From an optimization exercise on the open Yosys and OpenROAD flow, aimed at small area; shortcuts taken in it are not production practice. Function was checked by simulation only, so behaviour that the tests miss may differ from the original. Power figures rest on the tool's default switching activity, not on a simulated workload.

==> module idxfp, before the edit <==
module idxfp (
    input             clk,
    input             rst,             
    input             reset_capable,   
    input             poll,
    input      [31:0] now,
    output            busy,
    input             rx_avail,
    input       [7:0] rx_data,
    output            rx_pop,
    output            rdr_rst_n,
    output            ev_read,
    output            ev_remove,
    output     [39:0] ev_tag,
    input             cfg_req,
    input             cfg_we,
    input       [1:0] cfg_addr,
    input      [31:0] cfg_wdata,
    output     [31:0] cfg_rdata
);
    localparam [31:0] WAIT_RESET = 32'd1000;
    localparam E_CHK = 0;
    localparam E_FRM = 1;
    localparam E_HEX = 2;
    localparam E_OVF = 3;
    reg         busy_q;      
    reg  [4:0]  n;           
    reg         seen;        
    reg  [31:0] now_q;       
    reg  [7:0]  fb [0:5];
    reg  [3:0]  hold;
    reg  [3:0]  ncnt;
    reg         fd_err;
    reg         in_frame;
    reg         await;       
    reg  [32:0] deadline;
    reg  [39:0] last_tag;    
    reg  [31:0] wait_r;
    reg  [1:0]  ev_en;
    reg  [3:0]  errstat;
    reg  [1:0]  raddr;       
    wire       is_stx  = (rx_data == 8'h02);
    wire       is_etx  = (rx_data == 8'h03);
    wire       is_pad  = (rx_data == 8'h0D) || (rx_data == 8'h0A);
    wire       is_hexd = (rx_data[7:4] == 4'h3) && (rx_data[3:0] <= 4'h9);
    wire       is_hexl = (rx_data[7:4] == 4'h4) && (rx_data[3:0] != 4'h0) &&
                         (rx_data[3:0] <= 4'h6);
    wire       is_hex  = is_hexd || is_hexl;
    wire       is_inv  = !(is_stx || is_etx || is_pad || is_hex);
    wire [3:0] nib     = is_hexd ? rx_data[3:0] : (rx_data[3:0] + 4'd9);
    wire [7:0] fb_xor  = fb[0] ^ fb[1] ^ fb[2] ^ fb[3] ^ fb[4];
    wire       chk_ok  = (fb_xor == fb[5]);
    wire       pop     = busy_q && rx_avail && !n[4];
    wire       psm     = busy_q && !pop;
    wire       ge      = ({1'b0, now_q} >= deadline);
    assign busy      = busy_q;
    assign rx_pop    = pop;
    assign ev_tag    = last_tag;
    assign ev_read   = psm && seen && ev_en[0] && !(reset_capable && await);
    assign ev_remove = psm && !seen && reset_capable && await && ge && ev_en[1];
    assign rdr_rst_n = !(psm && seen && reset_capable);
    assign cfg_rdata = (raddr == 2'd0) ? wait_r :
                       (raddr == 2'd1) ? {30'd0, ev_en} :
                       (raddr == 2'd2) ? {28'd0, errstat} : 32'd0;
    integer i;
    always @(posedge clk) begin
        raddr <= cfg_addr;
        if (rst) begin
            busy_q      <= 1'b0;
            for (i = 0; i < 6; i = i + 1)
                fb[i] <= 8'd0;
            fd_err      <= 1'b1;
            in_frame    <= 1'b0;
            await       <= 1'b0;
            wait_r      <= WAIT_RESET;
            ev_en       <= 2'd0;
            errstat     <= 4'd0;
        end else if (!busy_q) begin
            if (poll) begin
                now_q  <= now;
                n      <= 5'd0;
                seen   <= 1'b0;
                busy_q <= 1'b1;
            end else if (cfg_req && cfg_we) begin
                case (cfg_addr)
                2'd0: wait_r  <= cfg_wdata;
                2'd1: ev_en   <= cfg_wdata[1:0];
                2'd2: errstat <= errstat & ~cfg_wdata[3:0];
                default: ;
                endcase
            end
        end else if (pop) begin
            n <= n + 5'd1;
            if (is_stx) begin
                if (in_frame)
                    errstat[E_FRM] <= 1'b1;
                ncnt     <= 4'd0;
                fd_err   <= 1'b0;
                in_frame <= 1'b1;
            end else if (is_etx) begin
                if (!fd_err) begin
                    if (chk_ok) begin
                        seen     <= 1'b1;
                        last_tag <= {fb[0], fb[1], fb[2], fb[3], fb[4]};
                    end else if (in_frame) begin
                        errstat[E_CHK] <= 1'b1;
                    end
                end
                in_frame <= 1'b0;
            end else if (is_hex) begin
                if (!fd_err) begin
                    if (ncnt == 4'd12) begin
                        fd_err <= 1'b1;
                        if (in_frame)
                            errstat[E_OVF] <= 1'b1;
                    end else if (!ncnt[0]) begin
                        hold <= nib;
                        ncnt <= ncnt + 4'd1;
                    end else begin
                        fb[ncnt[3:1]] <= {hold, nib};
                        ncnt <= ncnt + 4'd1;
                    end
                end
            end else if (is_inv) begin
                if (!fd_err) begin
                    fd_err <= 1'b1;
                    if (in_frame)
                        errstat[E_HEX] <= 1'b1;
                end
            end
        end else begin
            busy_q <= 1'b0;
            if (seen) begin
                if (reset_capable) begin
                    await    <= 1'b1;
                    deadline <= {1'b0, now_q} + {1'b0, wait_r};
                end
            end else if (ge) begin
                await <= 1'b0;
            end
        end
    end
endmodule
==> flow/config.mk <==
export PLATFORM = sky130hd
export DESIGN_NAME = idxfp
export DESIGN_NICKNAME = idxfp
export VERILOG_FILES = /design/flow/design.v
export SDC_FILE = /design/flow/constraint.sdc
export NUM_CORES = 4
export LEC_CHECK = 0
export CAP_MARGIN = 20
export CORE_MARGIN = 2
export CORE_UTILIZATION = 40
export SLEW_MARGIN = 20
==> flow/constraint.sdc <==
create_clock -name core_clock -period 8.0 [get_ports {clk}]
set_input_delay 1.6000 -clock core_clock [delete_from_list [all_inputs] [get_ports {clk}]]
set_output_delay 1.6000 -clock core_clock [all_outputs]
set_load 0.01 [all_outputs]
run.sh (not shown) runs the stock make flow with config.mk's settings and CLKGATE_MAP_FILE= SYNTH_SCRIPT=/design/flow/synth_recipe.tcl, a recipe that flattens the netlist after the stock synthesis.
Rerun with:
--- a/flow/design.v
+++ b/flow/design.v
@@ -24,9 +24,10 @@
     localparam E_HEX = 2;
     localparam E_OVF = 3;
     reg         busy_q;      
-    reg  [4:0]  n;           
+    reg  [5:0]  cnt;         
     reg         seen;        
     reg  [31:0] now_q;       
+    reg         cy;          
     reg  [7:0]  fb [0:5];
     reg  [3:0]  hold;
     reg  [3:0]  ncnt;
@@ -50,21 +51,38 @@
     wire [3:0] nib     = is_hexd ? rx_data[3:0] : (rx_data[3:0] + 4'd9);
     wire [7:0] fb_xor  = fb[0] ^ fb[1] ^ fb[2] ^ fb[3] ^ fb[4];
     wire       chk_ok  = (fb_xor == fb[5]);
-    wire       pop     = busy_q && rx_avail && !n[4];
-    wire       psm     = busy_q && !pop;
-    wire       ge      = ({1'b0, now_q} >= deadline);
+    wire       drain   = busy_q && (cnt[5:4] == 2'b00);
+    wire       last    = cnt[5] && cnt[4];             
+    wire       psm     = last && cnt[0];               
+    wire       serial  = busy_q && (cnt[5] || cnt[4]) && !psm;
+    wire       pop     = drain && rx_avail;
+    wire       upd     = seen && reset_capable;        
+    wire       a_bit   = now_q[0] && !last;
+    wire       b_bit   = upd ? (wait_r[0] && !last) : !deadline[0];
+    wire       c_in    = (cnt == 6'd16) ? !upd : cy;
+    wire       s_bit   = a_bit ^ b_bit ^ c_in;
+    wire       c_out   = (a_bit & b_bit) | (a_bit & c_in) | (b_bit & c_in);
+    wire       ge      = cy;                           
     assign busy      = busy_q;
     assign rx_pop    = pop;
     assign ev_tag    = last_tag;
     assign ev_read   = psm && seen && ev_en[0] && !(reset_capable && await);
-    assign ev_remove = psm && !seen && reset_capable && await && ge && ev_en[1];
-    assign rdr_rst_n = !(psm && seen && reset_capable);
+    assign ev_remove = psm && !seen && await && ge && ev_en[1];
+    assign rdr_rst_n = !(psm && upd);
     assign cfg_rdata = (raddr == 2'd0) ? wait_r :
                        (raddr == 2'd1) ? {30'd0, ev_en} :
                        (raddr == 2'd2) ? {28'd0, errstat} : 32'd0;
     integer i;
     always @(posedge clk) begin
         raddr <= cfg_addr;
+        now_q <= poll ? {now[15:0], now[31:16]} : {now_q[0], now_q[31:1]};
+        cnt   <= busy_q ? cnt + 6'd1 : 6'd0;
+        if (serial) begin
+            cy       <= c_out;
+            deadline <= {upd ? s_bit : deadline[0], deadline[32:1]};
+            if (!last)
+                wait_r <= {wait_r[0], wait_r[31:1]};
+        end
         if (rst) begin
             busy_q      <= 1'b0;
             for (i = 0; i < 6; i = i + 1)
@@ -77,8 +95,6 @@
             errstat     <= 4'd0;
         end else if (!busy_q) begin
             if (poll) begin
-                now_q  <= now;
-                n      <= 5'd0;
                 seen   <= 1'b0;
                 busy_q <= 1'b1;
             end else if (cfg_req && cfg_we) begin
@@ -90,7 +106,6 @@
                 endcase
             end
         end else if (pop) begin
-            n <= n + 5'd1;
             if (is_stx) begin
                 if (in_frame)
                     errstat[E_FRM] <= 1'b1;
@@ -128,16 +143,9 @@
                         errstat[E_HEX] <= 1'b1;
                 end
             end
-        end else begin
+        end else if (psm) begin
             busy_q <= 1'b0;
-            if (seen) begin
-                if (reset_capable) begin
-                    await    <= 1'b1;
-                    deadline <= {1'b0, now_q} + {1'b0, wait_r};
-                end
-            end else if (ge) begin
-                await <= 1'b0;
-            end
+            await  <= seen ? reset_capable : (await && !ge);
         end
     end
 endmodule
Global-route usage is lower by 1.8 points.
Area after synthesis is lower by 17%.
Clock power is about the same.
Via count is lower by 25%.
Final cell count is lower by 23%.
Worst hold slack gets worse by 0.050 ns.
Non-clock buffer count is lower by 1.

## port drivers added, routing unchanged
No port has a modelled driver above. Below, the same layouts with a new extraction and two added sets of constraints.
Step 1, drivers: a clkbuf_16 drives clk and a buf_2 each remaining input, both assumed.
Step 2 adds t to the input delays and takes it off the output delays; t is the mean of the earliest and latest rising clock arrival at the registers after step 1. Input paths then give back, and output paths get back, about the clock's delay inside the block.
a / b / c = ideal ports / drivers / drivers and shift; a / b = the first two.
run | t (ns) | slack for setup (ns) | hold slack, ns | worst setup path after step 2 | worst data-port slew with drivers (ns)
the first run | 0.556 | 2.954 / 2.931 / 2.839 | 0.469 / 0.469 / 0.469 | input to register | 0.08
the second run | 0.538 | 3.356 / 3.302 / 3.071 | 0.418 / 0.418 / 0.418 | input to register | 0.06
After both steps setup and hold are still met in every run listed. The setup slack of the second run, which loses most, moves by -0.054 ns with the drivers and by -0.285 ns with both steps.
